This is an optimization exercise on Yosys and OpenROAD, whose aim is small area, a short achievable clock period and few clock cycles per item, not a production implementation. Only simulation tests tie the RTL to the original design; equivalence was not proved. No driver is modelled on the clock port, so clock power and skew are understated where the tree is cut down; a real chip needs a root buffer or a tree. No activity file was given, so power comes from the tool's default toggle rates.

==> run H <==
==> flow/design.v (excerpt) <==
module pola_codec (
    input  wire        clk,
    input  wire        rst,
    input  wire        dec_in_valid,
    output wire        dec_in_ready,
    input  wire [11:0] dec_code,
    output reg         dec_out_valid,
    output wire [31:0] dec_sample,
    input  wire        enc_in_valid,
    output wire        enc_in_ready,
    input  wire [31:0] enc_sample,
    output reg         enc_out_valid,
    output reg  [11:0] enc_code
);
    assign dec_in_ready = 1'b1;
    assign enc_in_ready = 1'b1;
    integer i;
    reg        dv_r, ev_r;
    reg [11:0] code_r;
    reg [31:0] samp_r;
    always @(posedge clk) begin
        if (rst) begin
            dv_r <= 1'b0;
            ev_r <= 1'b0;
        end else begin
            dv_r <= dec_in_valid;
            ev_r <= enc_in_valid;
        end
        code_r <= dec_code;
        samp_r <= enc_sample;
    end
    wire        c11 = code_r[11];
    wire [11:0] a   = {code_r[10:0] ^ {11{~c11}}, 1'b1};
    wire        inc = c11 | ~code_r[10];
    wire        n2 = |a[11:8];
    wire        n1 = |a[7:4];
    wire        c0 = n2;                 
    wire        c1 = ~n2 & n1;           
    wire        c2 = ~n2 & ~n1;          
    wire [11:0] a1 = ({12{c0}} & a) | ({12{c1}} & {a[7:0], 4'd0}) |
                     ({12{c2}} & {a[3:0], 8'd0});
    wire        f0 = a1[11];
    wire        f1 = ~a1[11] & a1[10];
    wire        f2 = ~a1[11] & ~a1[10] & a1[9];
    wire        f3 = ~a1[11] & ~a1[10] & ~a1[9];
    wire [11:0] an = ({12{f0}} & a1) | ({12{f1}} & {a1[10:0], 1'b0}) |
                     ({12{f2}} & {a1[9:0], 2'd0}) | ({12{f3}} & {a1[8:0], 3'd0});
    reg  [11:0] low;
    reg         cy, zb;
    always @(*) begin
        cy = 1'b0;
  ...
==> module pola_codec, before the edit <==
module pola_codec (
    input  wire        clk,
    input  wire        rst,
    input  wire        dec_in_valid,
    output wire        dec_in_ready,
    input  wire [11:0] dec_code,
    output reg         dec_out_valid,
    output wire [31:0] dec_sample,
    input  wire        enc_in_valid,
    output wire        enc_in_ready,
    input  wire [31:0] enc_sample,
    output reg         enc_out_valid,
    output reg  [11:0] enc_code
);
    assign dec_in_ready = 1'b1;
    assign enc_in_ready = 1'b1;
    integer i;
    reg        dv_r, ev_r;
    reg [11:0] code_r;
    reg [31:0] samp_r;
    always @(posedge clk) begin
        if (rst) begin
            dv_r <= 1'b0;
            ev_r <= 1'b0;
        end else begin
            dv_r <= dec_in_valid;
            ev_r <= enc_in_valid;
        end
        code_r <= dec_code;
        samp_r <= enc_sample;
    end
    wire        c11 = code_r[11];
    wire [11:0] a   = {code_r[10:0] ^ {11{~c11}}, 1'b1};
    wire        inc = c11 | ~code_r[10];
    wire        n2 = |a[11:8];
    wire        n1 = |a[7:4];
    wire        c0 = n2;                 
    wire        c1 = ~n2 & n1;           
    wire        c2 = ~n2 & ~n1;          
    wire [11:0] a1 = ({12{c0}} & a) | ({12{c1}} & {a[7:0], 4'd0}) |
                     ({12{c2}} & {a[3:0], 8'd0});
    wire        f0 = a1[11];
    wire        f1 = ~a1[11] & a1[10];
    wire        f2 = ~a1[11] & ~a1[10] & a1[9];
    wire        f3 = ~a1[11] & ~a1[10] & ~a1[9];
    wire [11:0] an = ({12{f0}} & a1) | ({12{f1}} & {a1[10:0], 1'b0}) |
                     ({12{f2}} & {a1[9:0], 2'd0}) | ({12{f3}} & {a1[8:0], 3'd0});
    reg  [11:0] low;
    reg         cy, zb;
    always @(*) begin
        cy = 1'b0;
        zb = 1'b1;
        for (i = 0; i < 12; i = i + 1) begin
            low[i] = an[i] ^ (inc & (cy | zb & an[i]));
            cy     = an[i] & (cy | zb);
            zb     = zb & ~an[i];
        end
        cy = cy & inc;
    end
    wire        sp = inc & (&a);
    wire [3:0]  ex = {c0 | c1 & ~f3, ~f3 & (c0 | c2) | f3 & c1,
                      f0 | f3, f1 | f3 | sp};
    wire [30:0] dec_mag = {4'b0111, ex,
                           an[10:1] & {10{~sp}}, (an[0] | cy) & ~sp, low[11:1], 1'b0};
    wire        sg = samp_r[31];
    wire [7:0]  e  = samp_r[30:23];
    wire [22:0] f  = samp_r[22:0];
    wire        big = e[7] | (&e[6:0]);                     
    wire        mid = ~e[7] & (&e[6:4]) & (|e[3:2] | (&e[1:0])) & ~(&e[3:0]);
    wire        nzn = (&e[6:4]) | (e[6:3] == 4'b1101) | (e[6:0] == 7'd103) |
                      ((e[6:0] == 7'd102) & (|f));
    wire [3:0]  k   = 4'd14 - e[3:0];
    wire        k0  = mid & ~k[3] & ~k[2];    
    wire        k4  = mid & k[2];
    wire        k8  = mid & k[3];
    wire        q0  = ~k[1] & ~k[0];
    wire        q1  = ~k[1] & k[0];
    wire        q2  = k[1] & ~k[0];
    wire        q3  = k[1] & k[0];
    wire [24:0] m0  = {1'b1, f, 1'b0};
    wire [24:0] m1  = ({25{k0}} & m0) | ({25{k4}} & {4'd0, m0[24:4]}) |
                      ({25{k8}} & {8'd0, m0[24:8]});
    wire [24:0] sh  = ({25{q0}} & m1) | ({25{q1}} & {1'd0, m1[24:1]}) |
                      ({25{q2}} & {2'd0, m1[24:2]}) | ({25{q3}} & {3'd0, m1[24:3]});
    reg         st;
    always @(*) begin
        st = 1'b0;
        for (i = 0; i < 10; i = i + 1)
            if (i + 2 <= k) st = st | f[i];
    end
    wire [23:0] z    = {sh[24:2], sh[1] | ~mid & nzn};
    wire        g    = sh[0];
    wire [11:0] A    = z[12:1];
    wire [10:0] Bz   = z[23:13];
    wire        incp = z[0] & (g | st | z[1]);
    wire        q    = z[0] | (g & st);
    reg  [11:0] X;
    reg         c, gt;
    always @(*) begin
        c = incp & ~sg;
        for (i = 0; i < 12; i = i + 1) begin
            X[i] = A[i] ^ c;
            c    = c & A[i];
        end
        gt = sg ? q : 1'b1;
        for (i = 0; i < 12; i = i + 1)
            gt = (i < 11) ? ((X[i] & ~Bz[i]) | ((X[i] | ~Bz[i]) & gt))
                          : (X[i] | gt);
        gt = gt | c;
    end
    wire        d = ~gt;
    reg  [11:0] r;
    reg         b;
    always @(*) begin
        b = d;
        for (i = 0; i < 11; i = i + 1) begin
            r[i] = Bz[i] ^ b ^ sg;
            b    = b & ~Bz[i];
        end
        r[11] = ~b ^ sg;
    end
    wire [11:0] enc_c = big ? {12{~sg}} : r;
    reg  [30:0] dmag_r;
    reg         dsgn_r;
    always @(posedge clk) begin
        if (rst) begin
            dec_out_valid <= 1'b0;
            enc_out_valid <= 1'b0;
        end else begin
            dec_out_valid <= dv_r;
            enc_out_valid <= ev_r;
        end
        dsgn_r   <= ~c11;
        dmag_r   <= dec_mag;
        enc_code <= enc_c;
    end
    assign dec_sample = {dsgn_r, dmag_r};
endmodule
Settings: LEC_CHECK=0, CAP_MARGIN=20, CORE_MARGIN=2, CORE_UTILIZATION=40, GPL_TIMING_DRIVEN=0, SLEW_MARGIN=20; clock period 60.0 ns.
standard.sh (not shown) runs the stock make flow with config.mk's settings and CLKGATE_MAP_FILE= SYNTH_SCRIPT=/design/flow/synth_recipe.tcl, a recipe that flattens the netlist after the stock synthesis.
==> flow/flow/run.sh <==
#!/bin/bash
# Own layout flow: the standard ORFS flow (standard.sh) with these changes:
#  - synthesis is the standard one except that abc maps with flow/abc.script
#    (area-oriented, no buffering/upsizing); register names and cells are
#    those of the standard synthesis;
#  - extract_fa is skipped (no half/full adder cells fixed before abc);
#  - the port buffers that global placement inserts on every input and output
#    are sky130_fd_sc_hd__buf_1 cells;
#  - after clock tree synthesis, flow/cts_flat.tcl replaces the tree with a
#    one-level tree (the clock port drives 4 clkbuf_16 buffers, each driving a quarter
#    of the flip-flops).
#  - synthesis buffers pass-through and constant outputs with buf_1 instead
#    of buf_4 (MIN_BUF_CELL_AND_PORTS).
# All tool output goes to flow_make.log here and to ORFS's own logs under orfs/logs.
set -euo pipefail
W=$(pwd)
export OWN_ABC_SCRIPT="$W/flow/abc.script"
export BUFFER_PORTS_ARGS="-buffer_cell sky130_fd_sc_hd__buf_1"
export CTS_ARGS="-sink_clustering_enable -repair_clock_nets -dont_use_dummy_load -buf_list sky130_fd_sc_hd__clkbuf_8"
export POST_CTS_TCL="$W/flow/cts_flat.tcl"
bash "$W/standard.sh" SYNTH_SCRIPT="$W/flow/synth.tcl" \
  MIN_BUF_CELL_AND_PORTS="sky130_fd_sc_hd__buf_1 A X" finish > "$W/flow_make.log" 2>&1
==> flow/flow/abc.script <==
strash
dc2
&get -n
&dch -f
&nf -R 1000 -a
&put
==> flow/flow/cts_flat.tcl <==
# POST_CTS hook: replace the clock tree that clock_tree_synthesis built with a
# one-level tree: the clock port drives NBUF buffers, each driving the clock
# pins of one group of flip-flops (grouped by position, about equal sizes).
set nbuf   [expr { [info exists ::env(FLAT_CTS_NBUF)] ? $::env(FLAT_CTS_NBUF) : 4 }]
set bufm   [expr { [info exists ::env(FLAT_CTS_BUF)] ? $::env(FLAT_CTS_BUF) : "sky130_fd_sc_hd__clkbuf_16" }]
set db     [ord::get_db]
set block  [ord::get_db_block]
set master [$db findMaster $bufm]
set clk    [$block findNet clk]

# clock sinks (flip-flop clock pins) and the cells of the old tree
set sinks {}
set old_insts {}
set old_nets {}
foreach inst [$block getInsts] {
  set mname [[$inst getMaster] getName]
  if { [string match "sky130_fd_sc_hd__df*" $mname] } {
    foreach it [$inst getITerms] {
      if { [[$it getMTerm] getSigType] == "CLOCK" || [[$it getMTerm] getName] == "CLK" } {
        lappend sinks $it
      }
    }
  }
}
foreach inst [$block getInsts] {
  set n [$inst getName]
  if { [string match "clkbuf_*" $n] || [string match "clkload*" $n] } {
    lappend old_insts $inst
    foreach it [$inst getITerms] {
      set net [$it getNet]
      if { $net != "NULL" && [$net getName] != "clk" && [lsearch -exact $old_nets $net] < 0 } {
        lappend old_nets $net
      }
    }
  }
}
puts "flat cts: [llength $sinks] sinks, removing [llength $old_insts] cells and [llength $old_nets] nets"

# group the sinks: sort by x into nbuf columns... split into groups of equal size
# along the longer side of their bounding box, recursively (nbuf a power of two)
proc sink_xy { it } {
  set inst [$it getInst]
  set loc [$inst getLocation]
  return $loc
}
proc split_groups { sinks n } {
  if { $n <= 1 } { return [list $sinks] }
  set xs {}; set ys {}
  foreach s $sinks { set l [sink_xy $s]; lappend xs [lindex $l 0]; lappend ys [lindex $l 1] }
  set dx [expr { [tcl::mathfunc::max {*}$xs] - [tcl::mathfunc::min {*}$xs] }]
  set dy [expr { [tcl::mathfunc::max {*}$ys] - [tcl::mathfunc::min {*}$ys] }]
  set idx [expr { $dx >= $dy ? 0 : 1 }]
  set keyed {}
  foreach s $sinks { lappend keyed [list [lindex [sink_xy $s] $idx] $s] }
  set sorted [lsort -integer -index 0 $keyed]
  set half [expr { [llength $sorted] / 2 }]
  set a {}; set b {}
  set i 0
  foreach k $sorted { if { $i < $half } { lappend a [lindex $k 1] } else { lappend b [lindex $k 1] }; incr i }
  set h [expr { $n / 2 }]
  return [concat [split_groups $a $h] [split_groups $b $h]]
}
set groups [split_groups $sinks $nbuf]

foreach s $sinks { $s disconnect }
foreach inst $old_insts { odb::dbInst_destroy $inst }
foreach net $old_nets { odb::dbNet_destroy $net }

set gi 0
foreach g $groups {
  set sx 0; set sy 0
  foreach s $g { set l [sink_xy $s]; set sx [expr { $sx + [lindex $l 0] }]; set sy [expr { $sy + [lindex $l 1] }] }
  set cx [expr { $sx / [llength $g] }]
  set cy [expr { $sy / [llength $g] }]
  # snap to the row that holds the centroid, with that row's orientation
  set inst [odb::dbInst_create $block $master "clkbuf_flat_$gi"]
  set orient R0
  foreach row [$block getRows] {
    set rb [$row getBBox]
    if { $cy >= [$rb yMin] && $cy < [$rb yMax] } {
      set cy [$rb yMin]
      set orient [$row getOrient]
      set site [[$row getSite] getWidth]
      set cx [expr { [$rb xMin] + (($cx - [$rb xMin]) / $site) * $site }]
      break
    }
  }
  $inst setOrient $orient
  $inst setLocation $cx $cy
  $inst setPlacementStatus PLACED
  set net [odb::dbNet_create $block "clknet_flat_$gi"]
  $net setSigType CLOCK
  [$inst findITerm A] connect $clk
  [$inst findITerm X] connect $net
  foreach s $g { $s connect $net }
  puts "flat cts: buffer $gi at ($cx, $cy) drives [llength $g] sinks"
  incr gi
}
detailed_placement
check_placement -verbose
estimate_parasitics -placement
report_clock_skew
Other scripts of this flow, unchanged in this note and not shown: flow/flow/synth.tcl
==> run G: changes against run H <==
--- a/flow/design.v
+++ b/flow/design.v
@@ -62,5 +62,5 @@
                       f0 | f3, f1 | f3 | sp};
     wire [30:0] dec_mag = {4'b0111, ex,
-                           an[10:1] & {10{~sp}}, (an[0] | cy) & ~sp, low[11:1], 1'b0};
+                           an[10:1] & {10{~sp}}, (an[0] | cy) & ~sp, low};
     wire        sg = samp_r[31];
     wire [7:0]  e  = samp_r[30:23];
@@ -71,7 +71,7 @@
                       ((e[6:0] == 7'd102) & (|f));
     wire [3:0]  k   = 4'd14 - e[3:0];
-    wire        k0  = mid & ~k[3] & ~k[2];    
-    wire        k4  = mid & k[2];
-    wire        k8  = mid & k[3];
+    wire        k0  = ~k[3] & ~k[2];
+    wire        k4  = k[2];
+    wire        k8  = k[3];
     wire        q0  = ~k[1] & ~k[0];
     wire        q1  = ~k[1] & k[0];
@@ -89,5 +89,5 @@
             if (i + 2 <= k) st = st | f[i];
     end
-    wire [23:0] z    = {sh[24:2], sh[1] | ~mid & nzn};
+    wire [23:0] z    = sh[24:1];
     wire        g    = sh[0];
     wire [11:0] A    = z[12:1];
@@ -120,5 +120,7 @@
         r[11] = ~b ^ sg;
     end
-    wire [11:0] enc_c = big ? {12{~sg}} : r;
+    wire [11:0] enc_c = big ? {12{~sg}} :
+                        mid ? r :
+                        {~(sg & nzn), {11{sg & nzn}}};
     reg  [30:0] dmag_r;
     reg         dsgn_r;
==> flow/flow/run.sh (replaced) <==
#!/bin/bash
# Own layout flow: the standard ORFS flow (standard.sh) with these changes:
#  - synthesis is the standard one except that abc maps with flow/abc.script
#    (area-oriented, no buffering/upsizing); register names and cells are
#    those of the standard synthesis;
#  - extract_fa is skipped (no half/full adder cells fixed before abc);
#  - the port buffers that global placement inserts on every input and output
#    are sky130_fd_sc_hd__buf_1 cells;
#  - clock tree synthesis inserts no dummy loads.
# All tool output goes to flow_make.log here and to ORFS's own logs under orfs/logs.
set -euo pipefail
W=$(pwd)
export OWN_ABC_SCRIPT="$W/flow/abc.script"
export BUFFER_PORTS_ARGS="-buffer_cell sky130_fd_sc_hd__buf_1"
export CTS_ARGS="-sink_clustering_enable -repair_clock_nets -dont_use_dummy_load -buf_list sky130_fd_sc_hd__clkbuf_8"
bash "$W/standard.sh" SYNTH_SCRIPT="$W/flow/synth.tcl" finish > "$W/flow_make.log" 2>&1
- GPL_TIMING_DRIVEN: 0 -> unset
removed: flow/flow/cts_flat.tcl
==> run C: changes against run H <==
--- a/flow/design.v
+++ b/flow/design.v
@@ -6,5 +6,5 @@
     input  wire [11:0] dec_code,
     output reg         dec_out_valid,
-    output wire [31:0] dec_sample,
+    output reg  [31:0] dec_sample,
     input  wire        enc_in_valid,
     output wire        enc_in_ready,
@@ -121,6 +121,4 @@
     end
     wire [11:0] enc_c = big ? {12{~sg}} : r;
-    reg  [30:0] dmag_r;
-    reg         dsgn_r;
     always @(posedge clk) begin
         if (rst) begin
@@ -131,8 +129,6 @@
             enc_out_valid <= ev_r;
         end
-        dsgn_r   <= ~c11;
-        dmag_r   <= dec_mag;
-        enc_code <= enc_c;
+        dec_sample <= {~c11, dec_mag};
+        enc_code   <= enc_c;
     end
-    assign dec_sample = {dsgn_r, dmag_r};
 endmodule
==> flow/flow/abc.script (replaced) <==
strash
dc2
&get -n
&deepsyn -T 60 -S 1
&put
&get -n
&dch -f
&nf -R 1000 -a
&put
--- a/flow/flow/cts_flat.tcl
+++ b/flow/flow/cts_flat.tcl
@@ -38,5 +38,5 @@
 
 # group the sinks: sort by x into nbuf columns... split into groups of equal size
-# along the longer side of their bounding box, recursively (nbuf a power of two)
+# along the longer side of their bounding box, recursively
 proc sink_xy { it } {
   set inst [$it getInst]
@@ -54,10 +54,11 @@
   foreach s $sinks { lappend keyed [list [lindex [sink_xy $s] $idx] $s] }
   set sorted [lsort -integer -index 0 $keyed]
-  set half [expr { [llength $sorted] / 2 }]
+  set na [expr { $n / 2 }]
+  set nb [expr { $n - $na }]
+  set cut [expr { ([llength $sorted] * $na) / $n }]
   set a {}; set b {}
   set i 0
-  foreach k $sorted { if { $i < $half } { lappend a [lindex $k 1] } else { lappend b [lindex $k 1] }; incr i }
-  set h [expr { $n / 2 }]
-  return [concat [split_groups $a $h] [split_groups $b $h]]
+  foreach k $sorted { if { $i < $cut } { lappend a [lindex $k 1] } else { lappend b [lindex $k 1] }; incr i }
+  return [concat [split_groups $a $na] [split_groups $b $nb]]
 }
 set groups [split_groups $sinks $nbuf]
==> summary.md <==
| Metric | Value |
|---|---|
| First-pass GRT wire length | `between 15,000 and 20,000 um` |
| Clk pwr share | `a little under a quarter` |
| Drt pass-1 iters | `6` |
| Clk. pwr | `roughly 32 uW` |
| Gp weighted congestion | `a little over 0.9` |
| Final worst-path cycle share | `approximately a fifth` |
| Routed wire length per instance | `around 14 um` |
| Footprint of the multi-input gates | `between 2000 and 2500 um2` |
| Die Span X | `105 um` |
| Power density cells | `roughly 28 nW/um2` |
| Top Usage Layer GRT | `met1` |
| Seq area share | `37.2%` |
| Status | `no timing/DRC/antenna violations` |
That was run G.
==> summary.md <==
| Metric | Value |
|---|---|
| Die Span X | `104 um` |
| Post-synth top cells | `dfxtp_1 (87), nor2_1 (52), nand2_1 (45)` |
| Drt pass-1 iters | `9` |
| Top Usage Layer GRT | `met2` |
| Sw frac | `between 20% and 30%` |
| Clk pwr share | `21.5%` |
| Clk. pwr | `between 20 and 30 uW` |
| Pre-CTS WS | `47,540 ps` |
| LEAKAGE | `0.00167 uW` |
| Max power group | `sequential cells` |
| Crit path launch | `dec_sample[24]$_DFF_P_` |
| Footprint of the multi-input gates | `roughly 2200 um2` |
| Status | `no timing/DRC/antenna violations` |
| Power density cells | `26.3 nW/um2` |
| Routed wire length per instance | `around 15 um` |
| Gp weighted congestion | `between 0.8 and 0.9` |
That was run C.
==> summary.md <==
| Metric | Value |
|---|---|
| Worst r2r src | `samp_r[24]$_DFF_P_` |
| Routed wire length per instance | `approximately 14 um` |
| Status | `no timing/DRC/antenna violations` |
| Final worst-path cycle share | `21.2%` |
| Gp weighted congestion | `between 0.8 and 0.9` |
| First-pass GRT wire length | `around 17,000 um` |
| Seq area share | `37.1%` |
| Top Usage Layer GRT | `met2` |
| Footprint of the multi-input gates | `2290 um2` |
| Power density cells | `roughly 26 nW/um2` |
| Drt pass-1 iters | `8` |
| Die Span X | `~100 um` |
| Clk pwr share | `a little over a fifth` |
That was run H.
Testbench counts of run H, summed over its fixed seeds: cycles 16,016, items 32,000.
Testbench counts of run G, summed over its fixed seeds: cycles 16,016, items 32,000.
Testbench counts of run C, summed over its fixed seeds: cycles 16,016, items 32,000.
The clock cells of run H and run C come from the design's own scripts or RTL, not from TritonCTS.

what the ideal ports hide:
No port has a modelled driver above. Below, the same layouts with a new extraction and two added sets of constraints.
Step 1: set_driving_cell puts a clkbuf_16 on clk and a buf_2 on each other input, an assumption about the parent block.
Step 2 also shifts input and output timing later by t, the mid clock arrival at the registers, as if the neighbouring blocks saw the same clock.
Slacks: ideal / step 1 / step 2; pairs: ideal / step 1.
run	t (ns)	setup WS [ns]	worst setup path after step 2	cell pins on the clock port's net
run H	0.231	47.309 / 47.227 / 47.458	register to output	4
run G	0.381	47.164 / 47.132 / 47.513	register to output	1
run C	0.228	47.361 / 47.281 / 47.509	register to output	4
After both steps every run listed still meets setup and hold.
